Context: an optimization exercise on an open-source flow, tuned for a short achievable clock period and few clock cycles per item. The choices shown serve that exercise and are no tape-out recipe.
In this exercise RTL edits were held to simulation tests only and were not proved equivalent to the original.
No activity file was given, so power comes from the tool's default toggle rates.

## design/flow/design.v

```verilog
module qse_pacer (
    input  wire        clk,
    input  wire        rst,                
    input  wire [31:0] cfg_sample_rate,
    input  wire [31:0] cfg_carrier_freq,
    input  wire [31:0] cfg_bit_rate,
    input  wire [31:0] cfg_packet_size,
    input  wire [31:0] cfg_unit_size,
    input  wire [31:0] cfg_image_len,
    input  wire [31:0] cfg_strategy,
    input  wire [31:0] cfg_app_start,
    input  wire [31:0] cfg_sector_count,
    input  wire [31:0] cfg_pause_short_us,
    input  wire [31:0] cfg_pause_erase_us,
    input  wire [31:0] cfg_intro_us,
    input  wire [31:0] cfg_outro_us,
    input  wire        sect_we,
    input  wire [3:0]  sect_idx,
    input  wire [31:0] sect_data,
    input  wire        cmd_valid,
    output wire        cmd_ready,
    input  wire [1:0]  cmd_op,
    output reg         rsp_valid,
    output reg  [3:0]  rsp_err,
    output reg  [2:0]  rsp_kind,
    output reg  [31:0] rsp_addr,
    output reg  [47:0] rsp_nsym,
    output reg  [31:0] rsp_s,
    output reg  [31:0] rsp_p
);
    localparam [2:0] K_INTRO = 3'd1, K_PACKET = 3'd2, K_PAUSE_SHORT = 3'd3,
                     K_PAUSE_ERASE = 3'd4, K_OUTRO = 3'd5;
    reg [31:0] c_ps, c_u, c_len, c_app;
    reg        c_st0, c_sthi, c_scnt_big;
    reg [15:0] smask;            
    integer mi;
    always @(posedge clk) begin
        c_ps       <= cfg_packet_size;
        c_u        <= cfg_unit_size;
        c_len      <= cfg_image_len;
        c_app      <= cfg_app_start;
        c_st0      <= cfg_strategy[0];
        c_sthi     <= cfg_strategy[31:1] != 31'd0;
        c_scnt_big <= cfg_sector_count > 32'd16;
        for (mi = 0; mi < 16; mi = mi + 1)
            smask[mi] <= cfg_strategy[0] && (cfg_sector_count > mi);
    end
    reg        we_r, we_rr;
    reg [31:0] sect [0:15];
    always @(posedge clk) begin
        we_r  <= sect_we;
        we_rr <= we_r;
        if (sect_we)
            sect[sect_idx] <= sect_data;
    end
    wire [41:0] q_intro, q_outro, q_short, q_erase;
    qse_blank u_blank (.clk(clk), .rst(rst), .br(cfg_bit_rate),
                       .us_0(cfg_intro_us), .us_1(cfg_outro_us),
                       .us_2(cfg_pause_short_us), .us_3(cfg_pause_erase_us),
                       .q_0(q_intro), .q_1(q_outro), .q_2(q_short), .q_3(q_erase));
    reg [47:0] pkt_nsym;         
    always @(posedge clk) begin
        pkt_nsym <= {14'd0, c_ps + 32'd20, 2'b00};
    end
    localparam [2:0] CS_IDLE = 3'd0, CS_DIV = 3'd1, CS_FIN1 = 3'd2, CS_FIN2 = 3'd3,
                     CS_DONE = 3'd4;
    reg  [2:0] cs;
    reg        kick;             
    wire       dv_start = (we_r & ~we_rr) | kick;
    wire [32:0] fc2 = {cfg_carrier_freq, 1'b0};
    wire        br_ge = {1'b0, cfg_bit_rate} >= fc2;
    wire [32:0] c_n = br_ge ? {1'b0, cfg_bit_rate} : fc2;
    wire [32:0] c_d = br_ge ? fc2 : {1'b0, cfg_bit_rate};
    wire        dA, dB, dC, dD, dE;
    wire        zA, zB, zD, zE, nzA;    
    wire [32:0] qA, rA, qB, rB, qC, rC, qD, rD, qE, rE;
    qse_div u_div_a (.clk(clk), .rst(rst), .start(dv_start), .n({1'b0, cfg_sample_rate}), .d({1'b0, cfg_carrier_freq}),
                     .done(dA), .q(qA), .r(rA), .dz(zA), .nz(nzA));
    qse_div u_div_b (.clk(clk), .rst(rst), .start(dv_start), .n({1'b0, cfg_sample_rate}), .d({1'b0, cfg_bit_rate}),
                     .done(dB), .q(qB), .r(rB), .dz(zB), .nz());
    qse_div u_div_c (.clk(clk), .rst(rst), .start(dv_start), .n(c_n), .d(c_d),
                     .done(dC), .q(qC), .r(rC), .dz(), .nz());
    qse_div u_div_d (.clk(clk), .rst(rst), .start(dv_start), .n({1'b0, cfg_unit_size}), .d({1'b0, cfg_packet_size}),
                     .done(dD), .q(qD), .r(rD), .dz(zD), .nz());
    qse_div u_div_e (.clk(clk), .rst(rst), .start(dv_start), .n({1'b0, cfg_image_len}), .d({1'b0, cfg_unit_size}),
                     .done(dE), .q(qE), .r(rE), .dz(zE), .nz());
    wire all_done = dA & dB & dC & dD & dE;
    reg [31:0] ppu;
    reg        ppu_is1;
    reg [31:0] units;
    reg        units_is1, units_zero;
    reg [3:0]  chk_err;
    reg [10:0] f_err;            
    reg [32:0] f_umr;            
    reg        f_rnz;            
    reg [32:0] f_pl;             
    reg [32:0] nap;              
    always @(posedge clk)
        nap <= 33'h100000000 - {1'b0, c_app};
    integer ei;
    always @(posedge clk) begin
        if (rst)
            cs <= CS_IDLE;
        else if (dv_start)
            cs <= CS_DIV;
        else if (cs == CS_DIV && all_done)
            cs <= CS_FIN1;
        else if (cs == CS_FIN1)
            cs <= CS_FIN2;
        else if (cs == CS_FIN2)
            cs <= CS_DONE;
    end
    always @(posedge clk) begin
        if (cs == CS_DIV && all_done) begin
            f_err[0]  <= c_sthi;
            f_err[1]  <= nzA || zA || zB || zD || zE;
            f_err[2]  <= rA != 33'd0;
            f_err[3]  <= rB != 33'd0;
            f_err[4]  <= qB[31] || rC != 33'd0;
            f_err[5]  <= c_ps > 32'd4096;
            f_err[6]  <= c_ps > c_u;
            f_err[7]  <= rD != 33'd0;
            f_err[8]  <= 1'b0;
            f_err[9]  <= c_st0 && c_scnt_big;
            f_err[10] <= 1'b0;
            f_umr     <= {1'b0, c_u} - rE;
            f_rnz     <= rE != 33'd0;
            units     <= qE[31:0] + {31'd0, rE != 33'd0};
            rsp_s     <= {qB[30:0], 1'b0};
            rsp_p     <= qA[31:0];
            ppu       <= qD[31:0];
            ppu_is1   <= qD == 33'd1;
        end
        if (cs == CS_FIN1) begin
            f_pl       <= f_rnz ? {1'b0, c_len} + f_umr : {1'b0, c_len};
            units_is1  <= units == 32'd1;
            units_zero <= units == 32'd0;
        end
        if (cs == CS_FIN2) begin
            chk_err <= 4'd0;
            for (ei = 10; ei >= 0; ei = ei - 1) begin
                if (ei == 8) begin
                    if (f_pl[32]) chk_err <= 4'd9;
                end else if (ei == 10) begin
                    if (c_st0 && f_pl > nap)
                        chk_err <= 4'd11;
                end else if (f_err[ei]) begin
                    chk_err <= ei + 1;
                end
            end
        end
    end
    wire chk_done = (cs == CS_DONE);
    reg  pend;                   
    reg  rdy;                    
    assign cmd_ready = rdy;
    wire acc     = cmd_valid & rdy;
    wire acc_chk = acc & (cmd_op == 2'd0);
    wire acc_run = acc & (cmd_op == 2'd1);
    wire acc_pul = acc & cmd_op[1];
    wire chk_rsp = (acc_chk | pend) & chk_done;
    reg        nk_i, nk_k, nk_z, nk_o;    
    reg [31:0] pk_addr;          
    reg [31:0] jleft;            
    reg        jlast;
    reg [31:0] uleft;            
    reg        ulast;
    reg [31:0] ua;               
    reg        hit;              
    integer hi;
    reg hit_c;
    always @* begin
        hit_c = 1'b0;
        for (hi = 0; hi < 16; hi = hi + 1)
            if (smask[hi] && sect[hi] == ua) hit_c = 1'b1;
    end
    always @(posedge clk) begin
        hit <= hit_c;
        rsp_addr <= pk_addr;
        rsp_kind <= nk_i ? K_INTRO : nk_k ? K_PACKET : nk_z ? (hit ? K_PAUSE_ERASE : K_PAUSE_SHORT) :
                    K_OUTRO;
        rsp_nsym <= nk_i ? {4'd0, q_intro, 2'b00} : nk_k ? pkt_nsym :
                    nk_z ? (hit ? {4'd0, q_erase, 2'b00} : {4'd0, q_short, 2'b00}) :
                    {4'd0, q_outro, 2'b00};
    end
    always @(posedge clk) begin
        if (rst) begin
            rsp_valid <= 1'b0;
            rsp_err   <= 4'd0;
            pend      <= 1'b0;
            rdy       <= 1'b1;
            kick      <= 1'b0;
            nk_i <= 1'b0; nk_k <= 1'b0; nk_z <= 1'b0; nk_o <= 1'b0;
        end else begin
            rsp_valid <= acc_run | acc_pul | chk_rsp;
            rsp_err   <= chk_rsp ? chk_err : 4'd0;
            kick      <= acc_chk && cs == CS_IDLE;
            if (chk_rsp) begin
                pend <= 1'b0;
                rdy  <= 1'b1;
            end else if (acc_chk) begin
                pend <= 1'b1;
                rdy  <= 1'b0;
            end
            if (acc_run) begin
                nk_i <= 1'b1; nk_k <= 1'b0; nk_z <= 1'b0; nk_o <= 1'b0;
            end else if (acc_pul) begin
                if (nk_i) begin
                    nk_i <= 1'b0;
                    nk_k <= ~units_zero;
                    nk_o <= units_zero;
                end
                if (nk_k && jlast) begin
                    nk_k <= 1'b0;
                    nk_z <= 1'b1;
                end
                if (nk_z) begin
                    nk_z <= 1'b0;
                    nk_k <= ~ulast;
                    nk_o <= ulast;
                end
                if (nk_o)
                    nk_o <= 1'b0;
            end
        end
    end
    always @(posedge clk) begin
        if (acc_run) begin
            pk_addr <= 32'd0;
            jleft   <= ppu;
            jlast   <= ppu_is1;
            uleft   <= units;
            ulast   <= units_is1;
            ua      <= c_app;
        end else if (acc_pul) begin
            if (nk_k) begin
                pk_addr <= pk_addr + c_ps;
                if (jlast) begin
                    jleft <= ppu;
                    jlast <= ppu_is1;
                end else begin
                    jleft <= jleft - 32'd1;
                    jlast <= jleft == 32'd2;
                end
            end
            if (nk_z) begin
                uleft <= uleft - 32'd1;
                ulast <= uleft == 32'd2;
                ua    <= ua + c_u;
            end
        end
    end
endmodule
module qse_div (
    input  wire        clk,
    input  wire        rst,
    input  wire        start,
    input  wire [32:0] n,
    input  wire [32:0] d,
    output reg         done,
    output reg  [32:0] q,
    output reg  [32:0] r,
    output reg         dz,       
    output reg         nz        
);
    localparam [1:0] S_LZC = 2'd0, S_K = 2'd1, S_SHIFT = 2'd2, S_ITER = 2'd3;
    reg        busy;
    reg [1:0]  st;
    reg [32:0] ds;
    reg [5:0]  ln, ld, k;
    function [5:0] lzc;
        input [32:0] v;
        integer i;
        begin
            lzc = 6'd33;
            for (i = 0; i < 33; i = i + 1)
                if (v[i]) lzc = 6'd32 - i;
        end
    endfunction
    wire [33:0] trial = {1'b0, r} - {1'b0, ds};
    wire fin = busy && ((st == S_K && (dz || ld < ln)) || (st == S_ITER && k == 6'd0));
    always @(posedge clk) begin
        if (rst) begin
            busy <= 1'b0;
            done <= 1'b0;
        end else if (start) begin
            busy <= 1'b1;
            done <= 1'b0;
        end else if (fin) begin
            busy <= 1'b0;
            done <= 1'b1;
        end
    end
    always @(posedge clk) begin
        if (start) begin
            st <= S_LZC;
            r  <= n;
            ds <= d;
        end else begin
            case (st)
                S_LZC: begin
                    ln <= lzc(r);
                    ld <= lzc(ds);
                    dz <= ds == 33'd0;
                    nz <= r == 33'd0;
                    st <= S_K;
                end
                S_K: begin
                    q  <= 33'd0;
                    k  <= ld - ln;
                    st <= S_SHIFT;
                end
                S_SHIFT: begin
                    ds <= ds << k;
                    st <= S_ITER;
                end
                default: begin
                    if (busy) begin
                        if (!trial[33]) begin
                            r <= trial[32:0];
                            q <= {q[31:0], 1'b1};
                        end else begin
                            q <= {q[31:0], 1'b0};
                        end
                        ds <= ds >> 1;
                        k  <= k - 6'd1;
                    end
                end
            endcase
        end
    end
endmodule
module qse_blank (
    input  wire        clk,
    input  wire        rst,
    input  wire [31:0] br,
    input  wire [31:0] us_0,
    input  wire [31:0] us_1,
    input  wire [31:0] us_2,
    input  wire [31:0] us_3,
    output reg  [41:0] q_0,
    output reg  [41:0] q_1,
    output reg  [41:0] q_2,
    output reg  [41:0] q_3
);
    reg  [1:0] tg;
    reg [31:0] in_us, in_br;
    reg  [1:0] in_t;
    always @(posedge clk) begin
        tg    <= rst ? 2'd0 : tg + 2'd1;
        in_us <= tg[1] ? (tg[0] ? us_3 : us_2) : (tg[0] ? us_1 : us_0);
        in_br <= br;
        in_t  <= tg;
    end
    wire [63:0] pp0 = {32'd0, in_us & {32{in_br[0]}}};
    wire [63:0] pp1 = {31'd0, in_us & {32{in_br[1]}}, 1'd0};
    wire [63:0] pp2 = {30'd0, in_us & {32{in_br[2]}}, 2'd0};
    wire [63:0] pp3 = {29'd0, in_us & {32{in_br[3]}}, 3'd0};
    wire [63:0] pp4 = {28'd0, in_us & {32{in_br[4]}}, 4'd0};
    wire [63:0] pp5 = {27'd0, in_us & {32{in_br[5]}}, 5'd0};
    wire [63:0] pp6 = {26'd0, in_us & {32{in_br[6]}}, 6'd0};
    wire [63:0] pp7 = {25'd0, in_us & {32{in_br[7]}}, 7'd0};
    wire [63:0] pp8 = {24'd0, in_us & {32{in_br[8]}}, 8'd0};
    wire [63:0] pp9 = {23'd0, in_us & {32{in_br[9]}}, 9'd0};
    wire [63:0] pp10 = {22'd0, in_us & {32{in_br[10]}}, 10'd0};
    wire [63:0] pp11 = {21'd0, in_us & {32{in_br[11]}}, 11'd0};
    wire [63:0] pp12 = {20'd0, in_us & {32{in_br[12]}}, 12'd0};
    wire [63:0] pp13 = {19'd0, in_us & {32{in_br[13]}}, 13'd0};
    wire [63:0] pp14 = {18'd0, in_us & {32{in_br[14]}}, 14'd0};
    wire [63:0] pp15 = {17'd0, in_us & {32{in_br[15]}}, 15'd0};
    wire [63:0] pp16 = {16'd0, in_us & {32{in_br[16]}}, 16'd0};
    wire [63:0] pp17 = {15'd0, in_us & {32{in_br[17]}}, 17'd0};
    wire [63:0] pp18 = {14'd0, in_us & {32{in_br[18]}}, 18'd0};
    wire [63:0] pp19 = {13'd0, in_us & {32{in_br[19]}}, 19'd0};
    wire [63:0] pp20 = {12'd0, in_us & {32{in_br[20]}}, 20'd0};
    wire [63:0] pp21 = {11'd0, in_us & {32{in_br[21]}}, 21'd0};
    wire [63:0] pp22 = {10'd0, in_us & {32{in_br[22]}}, 22'd0};
    wire [63:0] pp23 = {9'd0, in_us & {32{in_br[23]}}, 23'd0};
    wire [63:0] pp24 = {8'd0, in_us & {32{in_br[24]}}, 24'd0};
    wire [63:0] pp25 = {7'd0, in_us & {32{in_br[25]}}, 25'd0};
    wire [63:0] pp26 = {6'd0, in_us & {32{in_br[26]}}, 26'd0};
    wire [63:0] pp27 = {5'd0, in_us & {32{in_br[27]}}, 27'd0};
    wire [63:0] pp28 = {4'd0, in_us & {32{in_br[28]}}, 28'd0};
    wire [63:0] pp29 = {3'd0, in_us & {32{in_br[29]}}, 29'd0};
    wire [63:0] pp30 = {2'd0, in_us & {32{in_br[30]}}, 30'd0};
    wire [63:0] pp31 = {1'd0, in_us & {32{in_br[31]}}, 31'd0};
    wire [63:0] al0s0 = pp0 ^ pp1 ^ pp2;
    wire [63:0] al0c0m = (pp0 & pp1) | (pp0 & pp2) | (pp1 & pp2);
    wire [63:0] al0c0 = {al0c0m[62:0], 1'b0};
    wire [63:0] al0s1 = pp3 ^ pp4 ^ pp5;
    wire [63:0] al0c1m = (pp3 & pp4) | (pp3 & pp5) | (pp4 & pp5);
    wire [63:0] al0c1 = {al0c1m[62:0], 1'b0};
    wire [63:0] al0s2 = pp6 ^ pp7 ^ pp8;
    wire [63:0] al0c2m = (pp6 & pp7) | (pp6 & pp8) | (pp7 & pp8);
    wire [63:0] al0c2 = {al0c2m[62:0], 1'b0};
    wire [63:0] al0s3 = pp9 ^ pp10 ^ pp11;
    wire [63:0] al0c3m = (pp9 & pp10) | (pp9 & pp11) | (pp10 & pp11);
    wire [63:0] al0c3 = {al0c3m[62:0], 1'b0};
    wire [63:0] al0s4 = pp12 ^ pp13 ^ pp14;
    wire [63:0] al0c4m = (pp12 & pp13) | (pp12 & pp14) | (pp13 & pp14);
    wire [63:0] al0c4 = {al0c4m[62:0], 1'b0};
    wire [63:0] al0s5 = pp15 ^ pp16 ^ pp17;
    wire [63:0] al0c5m = (pp15 & pp16) | (pp15 & pp17) | (pp16 & pp17);
    wire [63:0] al0c5 = {al0c5m[62:0], 1'b0};
    wire [63:0] al0s6 = pp18 ^ pp19 ^ pp20;
    wire [63:0] al0c6m = (pp18 & pp19) | (pp18 & pp20) | (pp19 & pp20);
    wire [63:0] al0c6 = {al0c6m[62:0], 1'b0};
    wire [63:0] al0s7 = pp21 ^ pp22 ^ pp23;
    wire [63:0] al0c7m = (pp21 & pp22) | (pp21 & pp23) | (pp22 & pp23);
    wire [63:0] al0c7 = {al0c7m[62:0], 1'b0};
    wire [63:0] al0s8 = pp24 ^ pp25 ^ pp26;
    wire [63:0] al0c8m = (pp24 & pp25) | (pp24 & pp26) | (pp25 & pp26);
    wire [63:0] al0c8 = {al0c8m[62:0], 1'b0};
    wire [63:0] al0s9 = pp27 ^ pp28 ^ pp29;
    wire [63:0] al0c9m = (pp27 & pp28) | (pp27 & pp29) | (pp28 & pp29);
    wire [63:0] al0c9 = {al0c9m[62:0], 1'b0};
    wire [63:0] al1s10 = al0s0 ^ al0c0 ^ al0s1;
    wire [63:0] al1c10m = (al0s0 & al0c0) | (al0s0 & al0s1) | (al0c0 & al0s1);
    wire [63:0] al1c10 = {al1c10m[62:0], 1'b0};
    wire [63:0] al1s11 = al0c1 ^ al0s2 ^ al0c2;
    wire [63:0] al1c11m = (al0c1 & al0s2) | (al0c1 & al0c2) | (al0s2 & al0c2);
    wire [63:0] al1c11 = {al1c11m[62:0], 1'b0};
    wire [63:0] al1s12 = al0s3 ^ al0c3 ^ al0s4;
    wire [63:0] al1c12m = (al0s3 & al0c3) | (al0s3 & al0s4) | (al0c3 & al0s4);
    wire [63:0] al1c12 = {al1c12m[62:0], 1'b0};
    wire [63:0] al1s13 = al0c4 ^ al0s5 ^ al0c5;
    wire [63:0] al1c13m = (al0c4 & al0s5) | (al0c4 & al0c5) | (al0s5 & al0c5);
    wire [63:0] al1c13 = {al1c13m[62:0], 1'b0};
    wire [63:0] al1s14 = al0s6 ^ al0c6 ^ al0s7;
    wire [63:0] al1c14m = (al0s6 & al0c6) | (al0s6 & al0s7) | (al0c6 & al0s7);
    wire [63:0] al1c14 = {al1c14m[62:0], 1'b0};
    wire [63:0] al1s15 = al0c7 ^ al0s8 ^ al0c8;
    wire [63:0] al1c15m = (al0c7 & al0s8) | (al0c7 & al0c8) | (al0s8 & al0c8);
    wire [63:0] al1c15 = {al1c15m[62:0], 1'b0};
    wire [63:0] al1s16 = al0s9 ^ al0c9 ^ pp30;
    wire [63:0] al1c16m = (al0s9 & al0c9) | (al0s9 & pp30) | (al0c9 & pp30);
    wire [63:0] al1c16 = {al1c16m[62:0], 1'b0};
    wire [63:0] al2s17 = al1s10 ^ al1c10 ^ al1s11;
    wire [63:0] al2c17m = (al1s10 & al1c10) | (al1s10 & al1s11) | (al1c10 & al1s11);
    wire [63:0] al2c17 = {al2c17m[62:0], 1'b0};
    wire [63:0] al2s18 = al1c11 ^ al1s12 ^ al1c12;
    wire [63:0] al2c18m = (al1c11 & al1s12) | (al1c11 & al1c12) | (al1s12 & al1c12);
    wire [63:0] al2c18 = {al2c18m[62:0], 1'b0};
    wire [63:0] al2s19 = al1s13 ^ al1c13 ^ al1s14;
    wire [63:0] al2c19m = (al1s13 & al1c13) | (al1s13 & al1s14) | (al1c13 & al1s14);
    wire [63:0] al2c19 = {al2c19m[62:0], 1'b0};
    wire [63:0] al2s20 = al1c14 ^ al1s15 ^ al1c15;
    wire [63:0] al2c20m = (al1c14 & al1s15) | (al1c14 & al1c15) | (al1s15 & al1c15);
    wire [63:0] al2c20 = {al2c20m[62:0], 1'b0};
    wire [63:0] al2s21 = al1s16 ^ al1c16 ^ pp31;
    wire [63:0] al2c21m = (al1s16 & al1c16) | (al1s16 & pp31) | (al1c16 & pp31);
    wire [63:0] al2c21 = {al2c21m[62:0], 1'b0};
    wire [63:0] al3s22 = al2s17 ^ al2c17 ^ al2s18;
    wire [63:0] al3c22m = (al2s17 & al2c17) | (al2s17 & al2s18) | (al2c17 & al2s18);
    wire [63:0] al3c22 = {al3c22m[62:0], 1'b0};
    wire [63:0] al3s23 = al2c18 ^ al2s19 ^ al2c19;
    wire [63:0] al3c23m = (al2c18 & al2s19) | (al2c18 & al2c19) | (al2s19 & al2c19);
    wire [63:0] al3c23 = {al3c23m[62:0], 1'b0};
    wire [63:0] al3s24 = al2s20 ^ al2c20 ^ al2s21;
    wire [63:0] al3c24m = (al2s20 & al2c20) | (al2s20 & al2s21) | (al2c20 & al2s21);
    wire [63:0] al3c24 = {al3c24m[62:0], 1'b0};
    reg [63:0] m1_0, m1_1, m1_2, m1_3, m1_4, m1_5, m1_6;
    reg  [1:0] m1_t;
    always @(posedge clk) begin
        m1_0 <= al3s22;
        m1_1 <= al3c22;
        m1_2 <= al3s23;
        m1_3 <= al3c23;
        m1_4 <= al3s24;
        m1_5 <= al3c24;
        m1_6 <= al2c21;
        m1_t <= in_t;
    end
    wire [63:0] bl0s0 = m1_0 ^ m1_1 ^ m1_2;
    wire [63:0] bl0c0m = (m1_0 & m1_1) | (m1_0 & m1_2) | (m1_1 & m1_2);
    wire [63:0] bl0c0 = {bl0c0m[62:0], 1'b0};
    wire [63:0] bl0s1 = m1_3 ^ m1_4 ^ m1_5;
    wire [63:0] bl0c1m = (m1_3 & m1_4) | (m1_3 & m1_5) | (m1_4 & m1_5);
    wire [63:0] bl0c1 = {bl0c1m[62:0], 1'b0};
    wire [63:0] bl1s2 = bl0s0 ^ bl0c0 ^ bl0s1;
    wire [63:0] bl1c2m = (bl0s0 & bl0c0) | (bl0s0 & bl0s1) | (bl0c0 & bl0s1);
    wire [63:0] bl1c2 = {bl1c2m[62:0], 1'b0};
    wire [63:0] bl2s3 = bl1s2 ^ bl1c2 ^ bl0c1;
    wire [63:0] bl2c3m = (bl1s2 & bl1c2) | (bl1s2 & bl0c1) | (bl1c2 & bl0c1);
    wire [63:0] bl2c3 = {bl2c3m[62:0], 1'b0};
    wire [63:0] bl3s4 = bl2s3 ^ bl2c3 ^ m1_6;
    wire [63:0] bl3c4m = (bl2s3 & bl2c3) | (bl2s3 & m1_6) | (bl2c3 & m1_6);
    wire [63:0] bl3c4 = {bl3c4m[62:0], 1'b0};
    reg [63:0] m2_s, m2_c;
    reg  [1:0] m2_t;
    always @(posedge clk) begin
        m2_s <= bl3s4;
        m2_c <= bl3c4;
        m2_t <= m1_t;
    end
    reg [22:0] m3_lo;        
    reg        m3_cy;
    reg [31:0] m3_hs, m3_hc;
    reg  [1:0] m3_t;
    wire [32:0] m3_sum = {1'b0, m2_s[31:0]} + {1'b0, m2_c[31:0]};
    always @(posedge clk) begin
        m3_lo <= m3_sum[31:9];
        m3_cy <= m3_sum[32];
        m3_hs <= m2_s[63:32];
        m3_hc <= m2_c[63:32];
        m3_t  <= m2_t;
    end
    reg [54:0] y;            
    reg  [1:0] y_t;
    always @(posedge clk) begin
        y   <= {m3_hs + m3_hc + {31'd0, m3_cy}, m3_lo};
        y_t <= m3_t;
    end
    wire [54:0] yn = ~y;
    wire [110:0] yr0 = {55'd0, y, 1'd0};
    wire [110:0] yr1 = {53'd0, y, 3'd0};
    wire [110:0] yr2 = {51'd0, yn, 5'd0};
    wire [110:0] yr3 = {49'd0, y, 7'd0};
    wire [110:0] yr4 = {46'd0, yn, 10'd0};
    wire [110:0] yr5 = {44'd0, yn, 12'd0};
    wire [110:0] yr6 = {41'd0, yn, 15'd0};
    wire [110:0] yr7 = {36'd0, yn, 20'd0};
    wire [110:0] yr8 = {34'd0, yn, 22'd0};
    wire [110:0] yr9 = {31'd0, yn, 25'd0};
    wire [110:0] yr10 = {29'd0, y, 27'd0};
    wire [110:0] yr11 = {24'd0, y, 32'd0};
    wire [110:0] yr12 = {22'd0, yn, 34'd0};
    wire [110:0] yr13 = {18'd0, yn, 38'd0};
    wire [110:0] yr14 = {13'd0, yn, 43'd0};
    wire [110:0] yr15 = {10'd0, y, 46'd0};
    wire [110:0] yr16 = {7'd0, yn, 49'd0};
    wire [110:0] yr17 = {5'd0, y, 51'd0};
    wire [110:0] yr18 = {1'd0, y, 55'd0};
    wire [110:0] yrc = 111'd2575538583124184470418254141101088;
    wire [110:0] cl0s0 = yr0 ^ yr1 ^ yr2;
    wire [110:0] cl0c0m = (yr0 & yr1) | (yr0 & yr2) | (yr1 & yr2);
    wire [110:0] cl0c0 = {cl0c0m[109:0], 1'b0};
    wire [110:0] cl0s1 = yr3 ^ yr4 ^ yr5;
    wire [110:0] cl0c1m = (yr3 & yr4) | (yr3 & yr5) | (yr4 & yr5);
    wire [110:0] cl0c1 = {cl0c1m[109:0], 1'b0};
    wire [110:0] cl0s2 = yr6 ^ yr7 ^ yr8;
    wire [110:0] cl0c2m = (yr6 & yr7) | (yr6 & yr8) | (yr7 & yr8);
    wire [110:0] cl0c2 = {cl0c2m[109:0], 1'b0};
    wire [110:0] cl0s3 = yr9 ^ yr10 ^ yr11;
    wire [110:0] cl0c3m = (yr9 & yr10) | (yr9 & yr11) | (yr10 & yr11);
    wire [110:0] cl0c3 = {cl0c3m[109:0], 1'b0};
    wire [110:0] cl0s4 = yr12 ^ yr13 ^ yr14;
    wire [110:0] cl0c4m = (yr12 & yr13) | (yr12 & yr14) | (yr13 & yr14);
    wire [110:0] cl0c4 = {cl0c4m[109:0], 1'b0};
    wire [110:0] cl0s5 = yr15 ^ yr16 ^ yr17;
    wire [110:0] cl0c5m = (yr15 & yr16) | (yr15 & yr17) | (yr16 & yr17);
    wire [110:0] cl0c5 = {cl0c5m[109:0], 1'b0};
    wire [110:0] cl1s6 = cl0s0 ^ cl0c0 ^ cl0s1;
    wire [110:0] cl1c6m = (cl0s0 & cl0c0) | (cl0s0 & cl0s1) | (cl0c0 & cl0s1);
    wire [110:0] cl1c6 = {cl1c6m[109:0], 1'b0};
    wire [110:0] cl1s7 = cl0c1 ^ cl0s2 ^ cl0c2;
    wire [110:0] cl1c7m = (cl0c1 & cl0s2) | (cl0c1 & cl0c2) | (cl0s2 & cl0c2);
    wire [110:0] cl1c7 = {cl1c7m[109:0], 1'b0};
    wire [110:0] cl1s8 = cl0s3 ^ cl0c3 ^ cl0s4;
    wire [110:0] cl1c8m = (cl0s3 & cl0c3) | (cl0s3 & cl0s4) | (cl0c3 & cl0s4);
    wire [110:0] cl1c8 = {cl1c8m[109:0], 1'b0};
    wire [110:0] cl1s9 = cl0c4 ^ cl0s5 ^ cl0c5;
    wire [110:0] cl1c9m = (cl0c4 & cl0s5) | (cl0c4 & cl0c5) | (cl0s5 & cl0c5);
    wire [110:0] cl1c9 = {cl1c9m[109:0], 1'b0};
    wire [110:0] cl2s10 = cl1s6 ^ cl1c6 ^ cl1s7;
    wire [110:0] cl2c10m = (cl1s6 & cl1c6) | (cl1s6 & cl1s7) | (cl1c6 & cl1s7);
    wire [110:0] cl2c10 = {cl2c10m[109:0], 1'b0};
    wire [110:0] cl2s11 = cl1c7 ^ cl1s8 ^ cl1c8;
    wire [110:0] cl2c11m = (cl1c7 & cl1s8) | (cl1c7 & cl1c8) | (cl1s8 & cl1c8);
    wire [110:0] cl2c11 = {cl2c11m[109:0], 1'b0};
    wire [110:0] cl2s12 = cl1s9 ^ cl1c9 ^ yr18;
    wire [110:0] cl2c12m = (cl1s9 & cl1c9) | (cl1s9 & yr18) | (cl1c9 & yr18);
    wire [110:0] cl2c12 = {cl2c12m[109:0], 1'b0};
    reg [110:0] n1_0, n1_1, n1_2, n1_3, n1_4, n1_5, n1_6;
    reg  [1:0] n1_t;
    always @(posedge clk) begin
        n1_0 <= cl2s10;
        n1_1 <= cl2c10;
        n1_2 <= cl2s11;
        n1_3 <= cl2c11;
        n1_4 <= cl2s12;
        n1_5 <= cl2c12;
        n1_6 <= yrc;
        n1_t <= y_t;
    end
    wire [110:0] dl0s0 = n1_0 ^ n1_1 ^ n1_2;
    wire [110:0] dl0c0m = (n1_0 & n1_1) | (n1_0 & n1_2) | (n1_1 & n1_2);
    wire [110:0] dl0c0 = {dl0c0m[109:0], 1'b0};
    wire [110:0] dl0s1 = n1_3 ^ n1_4 ^ n1_5;
    wire [110:0] dl0c1m = (n1_3 & n1_4) | (n1_3 & n1_5) | (n1_4 & n1_5);
    wire [110:0] dl0c1 = {dl0c1m[109:0], 1'b0};
    wire [110:0] dl1s2 = dl0s0 ^ dl0c0 ^ dl0s1;
    wire [110:0] dl1c2m = (dl0s0 & dl0c0) | (dl0s0 & dl0s1) | (dl0c0 & dl0s1);
    wire [110:0] dl1c2 = {dl1c2m[109:0], 1'b0};
    wire [110:0] dl2s3 = dl1s2 ^ dl1c2 ^ dl0c1;
    wire [110:0] dl2c3m = (dl1s2 & dl1c2) | (dl1s2 & dl0c1) | (dl1c2 & dl0c1);
    wire [110:0] dl2c3 = {dl2c3m[109:0], 1'b0};
    reg [110:0] n2_0, n2_1, n2_2;
    reg  [1:0] n2_t;
    always @(posedge clk) begin
        n2_0 <= dl2s3;
        n2_1 <= dl2c3;
        n2_2 <= n1_6;
        n2_t <= n1_t;
    end
    wire [110:0] el0s0 = n2_0 ^ n2_1 ^ n2_2;
    wire [110:0] el0c0m = (n2_0 & n2_1) | (n2_0 & n2_2) | (n2_1 & n2_2);
    wire [110:0] el0c0 = {el0c0m[109:0], 1'b0};
    wire [69:0] n3_low = {1'b0, el0s0[68:0]} + {1'b0, el0c0[68:0]};
    reg [41:0] n3_s, n3_c;
    reg        n3_cy;
    reg  [1:0] n3_t;
    always @(posedge clk) begin
        n3_s  <= el0s0[110:69];
        n3_c  <= el0c0[110:69];
        n3_cy <= n3_low[69];
        n3_t  <= n2_t;
    end
    wire [41:0] qv = n3_s + n3_c + {41'd0, n3_cy};
    always @(posedge clk) begin
        if (n3_t == 2'd0) q_0 <= qv;
        if (n3_t == 2'd1) q_1 <= qv;
        if (n3_t == 2'd2) q_2 <= qv;
        if (n3_t == 2'd3) q_3 <= qv;
    end
endmodule
```

## design/flow/run.sh

```bash
#!/bin/bash
# synth_recipe.tcl (not shown) runs the flow's synth.tcl, then flattens the netlist and writes it again
# the make line also repeats each setting of config.mk as NAME=value (left out here)
make -C /OpenROAD-flow-scripts/flow DESIGN_CONFIG=/design/flow/config.mk WORK_HOME=/design/flow/orfs CLKGATE_MAP_FILE= SYNTH_SCRIPT=/design/flow/synth_recipe.tcl finish
```

## design/flow/config.mk

```make
export PLATFORM = sky130hd
export DESIGN_NAME = qse_pacer
export DESIGN_NICKNAME = qse_pacer
export VERILOG_FILES = /design/flow/design.v
export SDC_FILE = /design/flow/constraint.sdc
export NUM_CORES = 4
export LEC_CHECK = 0
export ABC_CLOCK_PERIOD_IN_PS = 2500
export CAP_MARGIN = 20
export CORE_MARGIN = 2
export CORE_UTILIZATION = 40
export PLACE_DENSITY = 0.6
export SETUP_SLACK_MARGIN = 5
export SLEW_MARGIN = 20
```

## design/flow/constraint.sdc

```tcl
create_clock -name core_clock -period 8.0 [get_ports {clk}]
set_input_delay 1.6000 -clock core_clock [delete_from_list [all_inputs] [get_ports {clk}]]
set_output_delay 1.6000 -clock core_clock [all_outputs]
set_load 0.01 [all_outputs]
```

==> qor.yml, run 1 <==
outcome: "timing/DRC/antenna clean"
path_max_fanout: 8
drt_first_pass_iters: 9
die_y_um: 690.8
synthTopCellsByCount: "inv_1 (2390), fa_1 (1762), dfxtp_1 (1664)"
synth_most_common_cell: "inv_1"
async_flop_share: 0
dr_total_vias: 136671
min_from: "u_blank.m2_s[58]"
synthTopCellsByArea: "edfxtp_1 (24%), fa_1 (19%), dfxtp_1 (18%)"
placed_area_mm2: 0.2027
period_share: 0.4569
relSlewSlack: 0.2065
areaGrowthSynthToFinish_pct: 24.24
hold_path_class: "register to register"
reg2reg_setup_slack_ps: 4350
cts_tree: "built"
core-area_mm2: 0.4704
synth.top_cell.area_share: 0.2443
finalPower_mw: 107.8
syn_area_mm2: 0.1887
power_density_mw_per_mm2: 460.0
yosysWarnings: 3
yosysUniqueCellTypes: 90
seq_area_frac_synth: 0.4209
rsz0062_at_grt: "yes"
cts_sinks: 3199
fmax_ghz: 0.2736
fin_cells: 25149
fin_util: 0.4982
seq_area_mm2: 0.07988
r2r-end: "u_div_c.r[32]"
num_rows: 252
top_layer_used: "met5"
initial_core_util: 0.4010
crit_path_end_kind: "register"
whs_path_depth: 0
vdd_drop_max_mv: 0.3635
drc: 0
layout_min_cycle_time_ps: 3655
wl_met3_um: 69260
drive_gt1_frac: 0.2055
m1WireLength_um: 269100
wl_per_cell_um: 26.29
crit-reg2reg-launch: "u_div_c.ds[6]"
reg2reg_depth: 13
hold_viol_final: 0
fp.dieArea_mm2: 0.4771
grt_pass1_vias: 134948
fp.dieW_um: 690.8
netlist_instances: 16860
multi_input_area_mm2: 0.1048
worst_skew_pair.late_latency_ps: 1020
path_class: "register to register"
synth_seq_cells: 3199
hold_end: "u_blank.m3_hs[26]"
grt_usage: 0.2651
numPortBuffers: 603
wl_met2_um: 286700
fin_area_mm2: 0.2344
finalClockSkew_ps: 109.4
via_per_inst: 5.434
grt_max_degree: 107
hpwlAfterDp_um: 422300
cp_data_arrival_time_ps: 4330
cts.path.max_buffers: 4
cts_root_buffer: "clkbuf_16"
tightest_slew_ps: 1186
gp_congestion: 0.9442
setup_tns_ps: 0
ys.flop_type: "dfxtp_1"
drtIter0Drc: 14685
htree_levels: 5
ant_nets: 0
avgSynthCellArea_um2: 11.19
setup_viol: 0
fillers: 41466
hold_buffers: 0
cp-start-kind: "register"
synth_top_cell_by_area: "edfxtp_1"
final-max-slew-violation-count: 0
synth_edf_count: 1535
path_clk_slew_ps: 60
ios: 611
grt_pass1_wl_um: 930300
wl_um: 661100
cts_inserted_buffers: 358
power_leakage_nw: 97.38
antenna_found_initial: 81
crit_required_ps: 8670
grt.overflow.total: 0
finalNetCount: 21906
dp_cells: 23310
maxCapViolCount: 0
## area by class of cell
class / instances / area share
sequential: 3199 / 0.3408
clock inverter: 173 / 0.008328
clock buffer: 493 / 0.04350
tap: 6223 / 0.03322
timing repair buffer: 1906 / 0.08703
inverter: 2396 / 0.03947
antenna: 40 / 0.0004271
timing repair inverter: 3 / 0.00008541
multi-input combinational: 10716 / 0.4471
## metal layers
layer,vias to the layer above,GRT usage
met1,68357,0.3635
met2,6972,0.4004
met4,10,0.1168
met5,-,0
li1,59790,-
met3,1542,0.06225
## how the worst max path moves through the flow
stage                         from         endpoint  slack [ps]
3_3_place_gp   cfg_carrier_freq[1]   u_div_c.ds[12]        2290
5_1_grt             u_div_c.ds[20]     u_div_c.r[0]        4240
6_report             u_div_c.ds[6]    u_div_c.r[32]        4350
3_5_place_dp   cfg_carrier_freq[1]   u_div_c.ds[12]        2260
2_1_floorplan                we_rr     u_div_b.k[0]        4160
4_1_cts            u_blank.n3_c[1]  u_blank.q_1[41]        4360
## kinds of logic (layout without fill, tap and decap cells)
group	after synthesis	count (layout)	share of synthesized area
compound gates	2546	2550	0.08369
flops	3199	3199	0.4209
xor+xnor	1013	1013	0.04703
simple gates	3913	3947	0.1039
mux	331	331	0.02453
fa+ha+maj	2868	2868	0.2603
buf+inv	2989	4971	0.05964
other cells	1	47	0.00001988
## timing repair
item	CTS	global route
gates resized for setup	2196	931
endpoints found under the setup margin	1336	1392
cloned	67	32
pin swaps	556	592
setup buffers	756	278
## cells in the final DEF (no fill, tap or decap), types with 251 or more instances in the layout
| master | n |
|---|---|
| o21ai_0 | 661 |
| inv_1 | 2049 |
| nor2_1 | 627 |
| ha_1 | 1001 |
| inv_2 | 274 |
| fa_1 | 1586 |
| a21oi_1 | 534 |
| xnor2_1 | 709 |
| edfxtp_1 | 1535 |
| buf_6 | 251 |
| xor2_1 | 264 |
| clkbuf_16 | 389 |
| dfxtp_1 | 1480 |
| clkdlybuf4s50_1 | 393 |
| buf_4 | 828 |
| nand2_1 | 1053 |
| and2_1 | 681 |
## state kept, by name, summed over array words and instances, names as in the netlist, 55 cells and up
register      cells
sect            512
u_blank.n2_0    105
u_blank.n2_1    100
u_blank.n1_2     81
u_blank.n1_0     72
u_blank.n1_4     71
u_blank.n1_3     63
u_blank.n1_1     62
u_blank.n1_5     59
u_blank.m2_c     55
u_blank.y        55
## power by group
group          leakage, nW  internal, mW  switching (mW)  total (mW)
Sequential            28.2          24.7            3.20        27.9
Combinational         63.3          26.0            36.8        62.8
Clock                 5.92          9.84            7.27        17.1
Total                 97.4          60.5            47.3         108
## critical path, cell delays in order (launching register included)
cell,delay (ps)
edfxtp_1,520
inv_1,130
ha_1,310
o21a_1,130
or2_4,240
a41o_4,280
a2111oi_4,450
nor2_2,100
a211o_1,330
nor3_2,120
nor2_1,70
o211ai_1,200
buf_6,270
nand2_8,150
## per-stage QoR
step | hold slack, ps | setup slack [ps]
6_report | 320.1 | 4345
5_1_grt | 327.5 | 4235
4_1_cts | 317.3 | 4363
3_5_place_dp | 312.0 | 2261
3_3_place_gp | 310.3 | 2293
2_1_floorplan | 309.6 | 4158
Testbench counts, summed over its fixed seeds: cycles 3,947, commands 1,643.
==> run 2: changes to the inputs <==
--- a/design/flow/design.v
+++ b/design/flow/design.v
@@ -48,8 +48,12 @@
     reg        we_r, we_rr;
+    reg [3:0]  widx_r;
+    reg [31:0] wdata_r;
     reg [31:0] sect [0:15];
     always @(posedge clk) begin
-        we_r  <= sect_we;
-        we_rr <= we_r;
-        if (sect_we)
-            sect[sect_idx] <= sect_data;
+        we_r    <= sect_we;
+        we_rr   <= we_r;
+        widx_r  <= sect_idx;
+        wdata_r <= sect_data;
+        if (we_r)
+            sect[widx_r] <= wdata_r;
     end
@@ -64,11 +68,44 @@
     end
+    function [33:0] qse_add34;
+        input [33:0] a, b;
+        input        cin;
+        reg [18:0] lo;
+        reg [18:0] h1;
+        reg [17:0] h0;
+        begin
+            lo = {1'b0, a[16:0], cin} + {1'b0, b[16:0], cin};
+            h0 = {1'b0, a[33:17]} + {1'b0, b[33:17]};
+            h1 = {1'b0, a[33:17], 1'b1} + {1'b0, b[33:17], 1'b1};
+            qse_add34 = {lo[18] ? h1[17:1] : h0[16:0], lo[17:1]};
+        end
+    endfunction
+    function [5:0] lzc;
+        input [32:0] v;
+        integer i;
+        begin
+            lzc = 6'd33;
+            for (i = 0; i < 33; i = i + 1)
+                if (v[i]) lzc = 6'd32 - i;
+        end
+    endfunction
     localparam [2:0] CS_IDLE = 3'd0, CS_DIV = 3'd1, CS_FIN1 = 3'd2, CS_FIN2 = 3'd3,
-                     CS_DONE = 3'd4;
+                     CS_FIN3 = 3'd4, CS_DONE = 3'd5;
     reg  [2:0] cs;
     reg        kick;             
-    wire       dv_start = (we_r & ~we_rr) | kick;
-    wire [32:0] fc2 = {cfg_carrier_freq, 1'b0};
-    wire        br_ge = {1'b0, cfg_bit_rate} >= fc2;
-    wire [32:0] c_n = br_ge ? {1'b0, cfg_bit_rate} : fc2;
-    wire [32:0] c_d = br_ge ? fc2 : {1'b0, cfg_bit_rate};
+    wire       dv_start = (sect_we & ~we_r) | kick;
+    reg  [32:0] c_fc2, c_br;
+    reg  [5:0]  c_lfc2, c_lbr;
+    reg         dv_start_r;
+    always @(posedge clk) begin
+        c_fc2      <= {cfg_carrier_freq, 1'b0};
+        c_br       <= {1'b0, cfg_bit_rate};
+        c_lfc2     <= lzc({cfg_carrier_freq, 1'b0});
+        c_lbr      <= lzc({1'b0, cfg_bit_rate});
+        dv_start_r <= dv_start;
+    end
+    wire        br_ge = c_br >= c_fc2;
+    wire [32:0] c_n = br_ge ? c_br : c_fc2;
+    wire [32:0] c_d = br_ge ? c_fc2 : c_br;
+    wire [5:0]  c_ln = br_ge ? c_lbr : c_lfc2;
+    wire [5:0]  c_ld = br_ge ? c_lfc2 : c_lbr;
     wire        dA, dB, dC, dD, dE;
@@ -77,10 +114,14 @@
     qse_div u_div_a (.clk(clk), .rst(rst), .start(dv_start), .n({1'b0, cfg_sample_rate}), .d({1'b0, cfg_carrier_freq}),
+                     .ln_i(lzc({1'b0, cfg_sample_rate})), .ld_i(lzc({1'b0, cfg_carrier_freq})),
                      .done(dA), .q(qA), .r(rA), .dz(zA), .nz(nzA));
     qse_div u_div_b (.clk(clk), .rst(rst), .start(dv_start), .n({1'b0, cfg_sample_rate}), .d({1'b0, cfg_bit_rate}),
+                     .ln_i(lzc({1'b0, cfg_sample_rate})), .ld_i(lzc({1'b0, cfg_bit_rate})),
                      .done(dB), .q(qB), .r(rB), .dz(zB), .nz());
-    qse_div u_div_c (.clk(clk), .rst(rst), .start(dv_start), .n(c_n), .d(c_d),
+    qse_div u_div_c (.clk(clk), .rst(rst), .start(dv_start_r), .n(c_n), .d(c_d), .ln_i(c_ln), .ld_i(c_ld),
                      .done(dC), .q(qC), .r(rC), .dz(), .nz());
     qse_div u_div_d (.clk(clk), .rst(rst), .start(dv_start), .n({1'b0, cfg_unit_size}), .d({1'b0, cfg_packet_size}),
+                     .ln_i(lzc({1'b0, cfg_unit_size})), .ld_i(lzc({1'b0, cfg_packet_size})),
                      .done(dD), .q(qD), .r(rD), .dz(zD), .nz());
     qse_div u_div_e (.clk(clk), .rst(rst), .start(dv_start), .n({1'b0, cfg_image_len}), .d({1'b0, cfg_unit_size}),
+                     .ln_i(lzc({1'b0, cfg_image_len})), .ld_i(lzc({1'b0, cfg_unit_size})),
                      .done(dE), .q(qE), .r(rE), .dz(zE), .nz());
@@ -88,2 +129,3 @@
     reg [31:0] ppu;
+    reg [31:0] s_val, p_val;
     reg        ppu_is1;
@@ -94,3 +136,7 @@
     reg [32:0] f_umr;            
+    reg [32:0] lpu;              
+    always @(posedge clk)
+        lpu <= qse_add34({2'b0, c_len}, {2'b0, c_u}, 1'b0);
     reg        f_rnz;            
+    reg [31:0] f_qe;             
     reg [32:0] f_pl;             
@@ -110,2 +156,4 @@
         else if (cs == CS_FIN2)
+            cs <= CS_FIN3;
+        else if (cs == CS_FIN3)
             cs <= CS_DONE;
@@ -122,10 +170,8 @@
             f_err[7]  <= rD != 33'd0;
-            f_err[8]  <= 1'b0;
             f_err[9]  <= c_st0 && c_scnt_big;
-            f_err[10] <= 1'b0;
-            f_umr     <= {1'b0, c_u} - rE;
+            f_umr     <= qse_add34({1'b0, lpu}, {1'b1, ~rE}, 1'b1);
             f_rnz     <= rE != 33'd0;
-            units     <= qE[31:0] + {31'd0, rE != 33'd0};
-            rsp_s     <= {qB[30:0], 1'b0};
-            rsp_p     <= qA[31:0];
+            f_qe      <= qE[31:0];
+            s_val     <= {qB[30:0], 1'b0};
+            p_val     <= qA[31:0];
             ppu       <= qD[31:0];
@@ -134,18 +180,15 @@
         if (cs == CS_FIN1) begin
-            f_pl       <= f_rnz ? {1'b0, c_len} + f_umr : {1'b0, c_len};
+            f_pl       <= f_rnz ? f_umr : {1'b0, c_len};
+            units      <= f_qe + {31'd0, f_rnz};
+        end
+        if (cs == CS_FIN2) begin
             units_is1  <= units == 32'd1;
             units_zero <= units == 32'd0;
+            f_err[8]   <= f_pl[32];
+            f_err[10]  <= c_st0 && f_pl > nap;
         end
-        if (cs == CS_FIN2) begin
+        if (cs == CS_FIN3) begin
             chk_err <= 4'd0;
-            for (ei = 10; ei >= 0; ei = ei - 1) begin
-                if (ei == 8) begin
-                    if (f_pl[32]) chk_err <= 4'd9;
-                end else if (ei == 10) begin
-                    if (c_st0 && f_pl > nap)
-                        chk_err <= 4'd11;
-                end else if (f_err[ei]) begin
-                    chk_err <= ei + 1;
-                end
-            end
+            for (ei = 10; ei >= 0; ei = ei - 1)
+                if (f_err[ei]) chk_err <= ei + 1;
         end
@@ -168,2 +211,3 @@
     reg [31:0] ua;               
+    reg [31:0] ua_p;             
     reg        hit;              
@@ -177,3 +221,6 @@
     always @(posedge clk) begin
-        hit <= hit_c;
+        hit  <= hit_c;
+        rsp_s <= s_val;
+        rsp_p <= p_val;
+        ua_p <= qse_add34({2'b0, ua}, {2'b0, c_u}, 1'b0);
         rsp_addr <= pk_addr;
@@ -236,3 +283,3 @@
             if (nk_k) begin
-                pk_addr <= pk_addr + c_ps;
+                pk_addr <= qse_add34({2'b0, pk_addr}, {2'b0, c_ps}, 1'b0);
                 if (jlast) begin
@@ -248,3 +295,3 @@
                 ulast <= uleft == 32'd2;
-                ua    <= ua + c_u;
+                ua    <= ua_p;
             end
@@ -259,5 +306,7 @@
     input  wire [32:0] d,
+    input  wire [5:0]  ln_i,     
+    input  wire [5:0]  ld_i,     
     output reg         done,
     output reg  [32:0] q,
-    output reg  [32:0] r,
+    output wire [32:0] r,
     output reg         dz,       
@@ -265,18 +314,27 @@
 );
-    localparam [1:0] S_LZC = 2'd0, S_K = 2'd1, S_SHIFT = 2'd2, S_ITER = 2'd3;
+    localparam [1:0] S_K = 2'd0, S_SHIFT = 2'd1, S_ITER = 2'd2, S_FIX = 2'd3;
     reg        busy;
     reg [1:0]  st;
-    reg [32:0] ds;
-    reg [5:0]  ln, ld, k;
-    function [5:0] lzc;
-        input [32:0] v;
-        integer i;
+    reg [33:0] pr;               
+    reg [32:0] dd, ds;
+    reg [6:0]  k;                
+    reg [5:0]  ln, ld;
+    function [33:0] qse_add34;
+        input [33:0] a, b;
+        input        cin;
+        reg [18:0] lo;
+        reg [18:0] h1;
+        reg [17:0] h0;
         begin
-            lzc = 6'd33;
-            for (i = 0; i < 33; i = i + 1)
-                if (v[i]) lzc = 6'd32 - i;
+            lo = {1'b0, a[16:0], cin} + {1'b0, b[16:0], cin};
+            h0 = {1'b0, a[33:17]} + {1'b0, b[33:17]};
+            h1 = {1'b0, a[33:17], 1'b1} + {1'b0, b[33:17], 1'b1};
+            qse_add34 = {lo[18] ? h1[17:1] : h0[16:0], lo[17:1]};
         end
     endfunction
-    wire [33:0] trial = {1'b0, r} - {1'b0, ds};
-    wire fin = busy && ((st == S_K && (dz || ld < ln)) || (st == S_ITER && k == 6'd0));
+    assign r = pr[32:0];
+    wire        sub  = ~pr[33];
+    wire [33:0] dsx  = {1'b0, ds} ^ {34{sub}};
+    wire [33:0] step = qse_add34(pr, dsx, sub);
+    wire fin = busy && ((st == S_SHIFT && (dz || k[6])) || st == S_FIX);
     always @(posedge clk) begin
@@ -295,17 +353,14 @@
         if (start) begin
-            st <= S_LZC;
-            r  <= n;
-            ds <= d;
+            st <= S_K;
+            pr <= {1'b0, n};
+            dd <= d;
+            ln <= ln_i;
+            ld <= ld_i;
         end else begin
             case (st)
-                S_LZC: begin
-                    ln <= lzc(r);
-                    ld <= lzc(ds);
-                    dz <= ds == 33'd0;
-                    nz <= r == 33'd0;
-                    st <= S_K;
-                end
                 S_K: begin
+                    k  <= {1'b0, ld} - {1'b0, ln};
+                    dz <= dd == 33'd0;
+                    nz <= pr[32:0] == 33'd0;
                     q  <= 33'd0;
-                    k  <= ld - ln;
                     st <= S_SHIFT;
@@ -313,17 +368,19 @@
                 S_SHIFT: begin
-                    ds <= ds << k;
+                    ds <= dd << k[5:0];
                     st <= S_ITER;
                 end
-                default: begin
+                S_ITER: begin
                     if (busy) begin
-                        if (!trial[33]) begin
-                            r <= trial[32:0];
-                            q <= {q[31:0], 1'b1};
-                        end else begin
-                            q <= {q[31:0], 1'b0};
-                        end
-                        ds <= ds >> 1;
-                        k  <= k - 6'd1;
+                        pr <= step;
+                        q  <= {q[31:0], ~step[33]};
+                        ds <= (k == 7'd0) ? dd : ds >> 1;
+                        k  <= k - 7'd1;
+                        if (k == 7'd0)
+                            st <= S_FIX;
                     end
                 end
+                default: begin
+                    if (busy && pr[33])
+                        pr <= step;
+                end
             endcase
@@ -495,14 +552,26 @@
     end
-    reg [22:0] m3_lo;        
-    reg        m3_cy;
-    reg [31:0] m3_hs, m3_hc;
+    wire [16:0] m3_a0 = {1'b0, m2_s[15:0]} + {1'b0, m2_c[15:0]};
+    wire [17:0] m3_b0 = {1'b0, m2_s[15:0], 1'b1} + {1'b0, m2_c[15:0], 1'b1};
+    wire [16:0] m3_a1 = {1'b0, m2_s[31:16]} + {1'b0, m2_c[31:16]};
+    wire [17:0] m3_b1 = {1'b0, m2_s[31:16], 1'b1} + {1'b0, m2_c[31:16], 1'b1};
+    wire [16:0] m3_a2 = {1'b0, m2_s[47:32]} + {1'b0, m2_c[47:32]};
+    wire [17:0] m3_b2 = {1'b0, m2_s[47:32], 1'b1} + {1'b0, m2_c[47:32], 1'b1};
+    wire [16:0] m3_a3 = {1'b0, m2_s[63:48]} + {1'b0, m2_c[63:48]};
+    wire [17:0] m3_b3 = {1'b0, m2_s[63:48], 1'b1} + {1'b0, m2_c[63:48], 1'b1};
+    reg [16:0] m3_x0, m3_y0, m3_x1, m3_y1, m3_x2, m3_y2, m3_x3, m3_y3;
     reg  [1:0] m3_t;
-    wire [32:0] m3_sum = {1'b0, m2_s[31:0]} + {1'b0, m2_c[31:0]};
     always @(posedge clk) begin
-        m3_lo <= m3_sum[31:9];
-        m3_cy <= m3_sum[32];
-        m3_hs <= m2_s[63:32];
-        m3_hc <= m2_c[63:32];
+        m3_x0 <= m3_a0;
+        m3_y0 <= m3_b0[17:1];
+        m3_x1 <= m3_a1;
+        m3_y1 <= m3_b1[17:1];
+        m3_x2 <= m3_a2;
+        m3_y2 <= m3_b2[17:1];
+        m3_x3 <= m3_a3;
+        m3_y3 <= m3_b3[17:1];
         m3_t  <= m2_t;
     end
+    wire c16 = m3_x0[16];
+    wire c32 = c16 ? m3_y1[16] : m3_x1[16];
+    wire c48 = c32 ? m3_y2[16] : m3_x2[16];
     reg [54:0] y;            
@@ -510,3 +579,4 @@
     always @(posedge clk) begin
-        y   <= {m3_hs + m3_hc + {31'd0, m3_cy}, m3_lo};
+        y   <= {c48 ? m3_y3[15:0] : m3_x3[15:0], c32 ? m3_y2[15:0] : m3_x2[15:0],
+                c16 ? m3_y1[15:0] : m3_x1[15:0], m3_x0[15:9]};
         y_t <= m3_t;
@@ -618,8 +688,22 @@
     end
-    wire [41:0] qv = n3_s + n3_c + {41'd0, n3_cy};
-    always @(posedge clk) begin
-        if (n3_t == 2'd0) q_0 <= qv;
-        if (n3_t == 2'd1) q_1 <= qv;
-        if (n3_t == 2'd2) q_2 <= qv;
-        if (n3_t == 2'd3) q_3 <= qv;
+    wire [22:0] n4_sx = {1'b0, n3_s[20:0], n3_cy} + {1'b0, n3_c[20:0], n3_cy};
+    wire [21:0] n4_sum = n4_sx[22:1];
+    reg [20:0] n4_lo;
+    reg [20:0] n4_s, n4_c;
+    reg        n4_cy;
+    reg  [1:0] n4_t;
+    always @(posedge clk) begin
+        n4_lo <= n4_sum[20:0];
+        n4_cy <= n4_sum[21];
+        n4_s  <= n3_s[41:21];
+        n4_c  <= n3_c[41:21];
+        n4_t  <= n3_t;
+    end
+    wire [21:0] q_hx = {n4_s, n4_cy} + {n4_c, n4_cy};
+    wire [41:0] qv = {q_hx[21:1], n4_lo};
+    always @(posedge clk) begin
+        if (n4_t == 2'd0) q_0 <= qv;
+        if (n4_t == 2'd1) q_1 <= qv;
+        if (n4_t == 2'd2) q_2 <= qv;
+        if (n4_t == 2'd3) q_3 <= qv;
     end
--- a/design/flow/config.mk
+++ b/design/flow/config.mk
@@ -7,7 +7,6 @@
 export LEC_CHECK = 0
-export ABC_CLOCK_PERIOD_IN_PS = 2500
 export CAP_MARGIN = 20
 export CORE_MARGIN = 2
-export CORE_UTILIZATION = 40
-export PLACE_DENSITY = 0.6
+export CORE_UTILIZATION = 55
+export PLACE_DENSITY = 0.7
 export SETUP_SLACK_MARGIN = 5
==> run 2 against run 1 <==
  * Still clean
  * Global-route usage rose by 7.0 points
  * Area after synthesis rose by 8.7%
  * Combinational power rose by 6.1%
  * Cell count is 1.6% lower
  * Clock skew decreased by 25 ps
  * Highest routed layer unchanged
==> qor.yml, run 2 <==
reg2reg_setup_slack_ps: 4240  # -100 ps
slowest_stage: "o211ai_1"
avgSynthCellArea_um2: 11.41  # +1.9%
cp_top_family: "compound AO/OA/AOI/OAI gates"
final_common_cell: "inv_1"
synth.top_cell.area_share: 0.2530  # +0.008647
final-max-slew-violation-count: 0  # unchanged
synth_top_cell_by_area: "edfxtp_1"
largest_reg_flops: 512  # unchanged
cts_sinks: 3686  # +15%
wl_per_cell_um: 26.69  # +1.5%
period_share: 0.4695  # +0.01267
yosysUniqueCellTypes: 93  # +3.3%
areaGrowthSynthToFinish_pct: 20.72
numPortBuffers: 603  # unchanged
via_per_inst: 5.850  # +7.6%
netlist_instances: 17974  # +6.6%
gp_congestion: 0.9658  # +2.3%
setup_viol: 0  # unchanged
hpwlAfterDp_um: 411700  # -2.5%
syn_area_mm2: 0.2050  # +8.7%
cts.path.max_buffers: 4  # unchanged
hold_path_class: "register to register"
critPathBufInv: 5  # +3
worst_skew_pair.late_latency_ps: 1020  # about the same
fin_util: 0.6659  # +0.1677
min_from: "u_blank.m3_x0[10]"
cts_inserted_buffers: 385  # +7.5%
grt_usage: 0.3353  # +0.07019
finalClockSkew_ps: 83.96  # -25.46 ps
r2r-end: "u_div_c.pr[15]"
ys.flop_type: "dfxtp_1"
path_clk_slew_ps: 70  # about the same
placed_area_mm2: 0.2169  # +7.0%
synthTopCellsByArea: "edfxtp_1 (25%), dfxtp_1 (19%), fa_1 (17%)"
drive_gt1_frac: 0.1842  # -0.02133
ios: 611  # unchanged
vdd_drop_max_mv: 0.3800  # +4.5%
drc: 0  # unchanged
crit_path_end_kind: "register"
cp_data_arrival_time_ps: 4560  # +230 ps
relSlewSlack: 0.1321  # -0.07440
whs_ps: 294.5  # -25.60 ps
rsz0062_at_grt: "yes"
power_leakage_nw: 103.2  # +6.0%
crit_required_ps: 8800  # +130 ps
yosysWarnings: 3  # unchanged
power_density_mw_per_mm2: 470.7  # +2.3%
htree_levels: 5  # unchanged
finalPower_mw: 116.5  # +8.1%
cp_cell_sequence: "inv_2, ha_4, nor2b_4, o21a_1, o21a_1, o21ai_2, a21o_1, a31oi_4, o211ai_1, a211oi_4, buf_6, buf_12, buf_12, buf_16, nor2_2, a21oi_4, a21oi_1"
fmax_ghz: 0.2662  # -2.7%
synth_most_common_cell: "inv_1"
setup_slack_ps: 4244  # -101.4 ps
top_register: "sect"
seq_area_frac_synth: 0.4443  # +0.02338
die_y_um: 614.5  # -11%
finalNetCount: 22759  # +3.9%
tightest_slew_ps: 1300  # +113.5 ps
fin_area_mm2: 0.2475  # +5.6%
dp_slack_ps: 3205  # +944.1 ps
hold_buffers: 0  # unchanged
core-area_mm2: 0.3716  # -21%
antenna_found_initial: 64  # -21%
dp_cells: 23107  # -0.87%
num_rows: 224  # -11%
drt_first_pass_iters: 9  # unchanged
wl_um: 660700  # about the same
initial_core_util: 0.5516  # +0.1506
path_class: "register to register"
hold_viol_final: 0  # unchanged
setup_tns_ps: 0  # unchanged
layout_min_cycle_time_ps: 3756  # +101.4 ps
final_cell_mix: "inv_1 (2115), dfxtp_1 (1749), edfxtp_1 (1727)"
hold_end: "u_blank.y[1]"
grt_pass1_wl_um: 937400  # +0.76%
synthTopCellsByCount: "inv_1 (2339), dfxtp_1 (1959), fa_1 (1779)"
cts_tree: "built"
cts_root_buffer: "clkbuf_16"
whs_path_depth: 0  # unchanged
synth_edf_count: 1727  # +13%
fp.dieW_um: 614.5  # -11%
cp-start-kind: "register"
dr_total_vias: 144783  # +5.9%
grt_pass1_vias: 142931  # +5.9%
outcome: "timing/DRC/antenna clean"
fin_cells: 24750  # -1.6%
ant_nets: 0  # unchanged
drtIter0Drc: 16892  # +15%
synth_seq_cells: 3686  # +15%
critical_path.max_stage_delay_ps: 430  # -90 ps
maxCapViolCount: 0  # unchanged
fp.dieArea_mm2: 0.3776  # -21%
path_max_fanout: 6  # -2
reg2reg_depth: 17  # +4
async_flop_share: 0  # unchanged
grt.overflow.total: 0  # unchanged
grt_max_degree: 95  # -11%
crit-reg2reg-launch: "c_fc2[2]"
largestRegisters: "sect x512, u_blank.n2_0 x105, u_blank.n2_1 x100"
-- run 2: cell types whose count changed after synthesis, moves of 49 or more --
| cell | delta |
|---|---|
| edfxtp_1 | +192 |
| mux2_2 | +126 |
| o21ai_0 | -145 |
| dfxtp_1 | +295 |
| nor2_1 | -87 |
| xnor2_1 | +225 |
| inv_1 | -51 |
| mux2i_1 | +64 |
| and2_1 | +124 |
| o21ai_1 | -49 |
| clkbuf_1 | +56 |
| nand2_1 | +411 |
| nor2b_1 | -103 |
| nor4_1 | +56 |
-- run 2: worst max path at each step --
stage | from | end | cells after the start
floorplan | cs[2] | cs[0] | 4
global placement | sect_we | u_div_a.ld[5] | 6
detailed placement | sect_we | u_div_a.ld[1] | 6
CTS | u_div_c.pr[33] | u_div_c.pr[30] | 17
global route | u_blank.in_br[2] | u_div_c.pr[15] | 17
finish | c_fc2[2] | u_div_c.pr[15] | 17
-- run 2: power breakdown --
group	total (mW)	internal, mW	switching (mW)
clock	18.8	10.9	7.93
sequential	31.0	27.7	3.33
combinational	66.6	27.9	38.7
total	116	66.5	49.9
-- run 2: cell type report --
class                           instances  area (µm²)
Clock inverter                        190        2240
Timing Repair inverter                  7       43.79
Clock buffer                          533       11060
Multi-Input combinational cell      11289      108400
Tap cell                             4972        6221
Antenna cell                           40       100.1
Fill cell                           26917      124200
Inverter                             2349        9055
Sequential cell                      3686       91560
Timing Repair Buffer                 1684       18750
-- run 2: routing by layer --
metal / share of wire / vias to the layer above / routed length, µm / global-route usage
met4: 0.061 / 26 / 40330 / 0.1623
met1: 0.39 / 71555 / 254600 / 0.4539
li1: - / 62530 / - / -
met5: 0.00038 / - / 250 / 0
met3: 0.12 / 2150 / 81040 / 0.09462
met2: 0.43 / 8522 / 284500 / 0.4980
-- run 2: worst reg2reg max path, stage by stage, from the launching register on --
cell and delay, ps:
dfxtp_2 330, inv_2 140, ha_4 240, nor2b_4 120, o21a_1 180, o21a_1 200
o21ai_2 350, a21o_1 260, a31oi_4 120, o211ai_1 430, a211oi_4 150, buf_6 160
buf_12 140, buf_12 140, buf_16 150, nor2_2 220, a21oi_4 50, a21oi_1 230
-- run 2: cell families after synthesis --
group / count (synthesis) / synth area share
DFF: 3686 / 0.4443
xor gates and xnor gates: 1224 / 0.05229
AOI/OAI and AO/OA: 2233 / 0.06721
muxes: 519 / 0.03240
buffers and inverters: 3017 / 0.05539
and+or+nand+nor: 4395 / 0.1063
other: 1 / 0.00001829
adders and majority gates: 2899 / 0.2421
-- run 2: repair_timing --
action                                  4_1_cts  5_1_grt
endpoints found under the setup margin     1705     1072
cloned                                       75       10
pin swaps                                   591      507
buffers inserted                            588      207
gates resized for setup                    2007      932
endpoints found under the hold margin         0        0
Testbench counts of run 2, summed over its fixed seeds: cycles 3,947, commands 1,643.

separate check: timing with driven ports:
No port has a modelled driver above. Below, the same layouts with a new extraction and two added sets of constraints. Step 1: set_driving_cell puts a clkbuf_16 on clk and a buf_2 on each other input, an assumption about the parent block. Step 2, shift: input delay + t, output delay - t, t = (earliest + latest rising clock arrival at the registers) / 2. This alone moves slack from input paths to output paths. a / b / c = ideal ports / drivers / drivers and shift; a / b = the first two.
run | t, ns | slack for setup (ns) | clock arrival spread, ns | pins driven straight from the clock port
run 1 | 1.101 | 4.345 / 4.345 / 3.673 | 0.130 / 0.130 | 1
run 2 | 1.101 | 4.244 / 4.244 / 3.826 | 0.092 / 0.092 | 1
After both steps setup and hold are still met in every run listed. For run 1, which loses most, drivers alone change the setup slack by 0.000 ns; drivers and shift together by -0.672 ns.
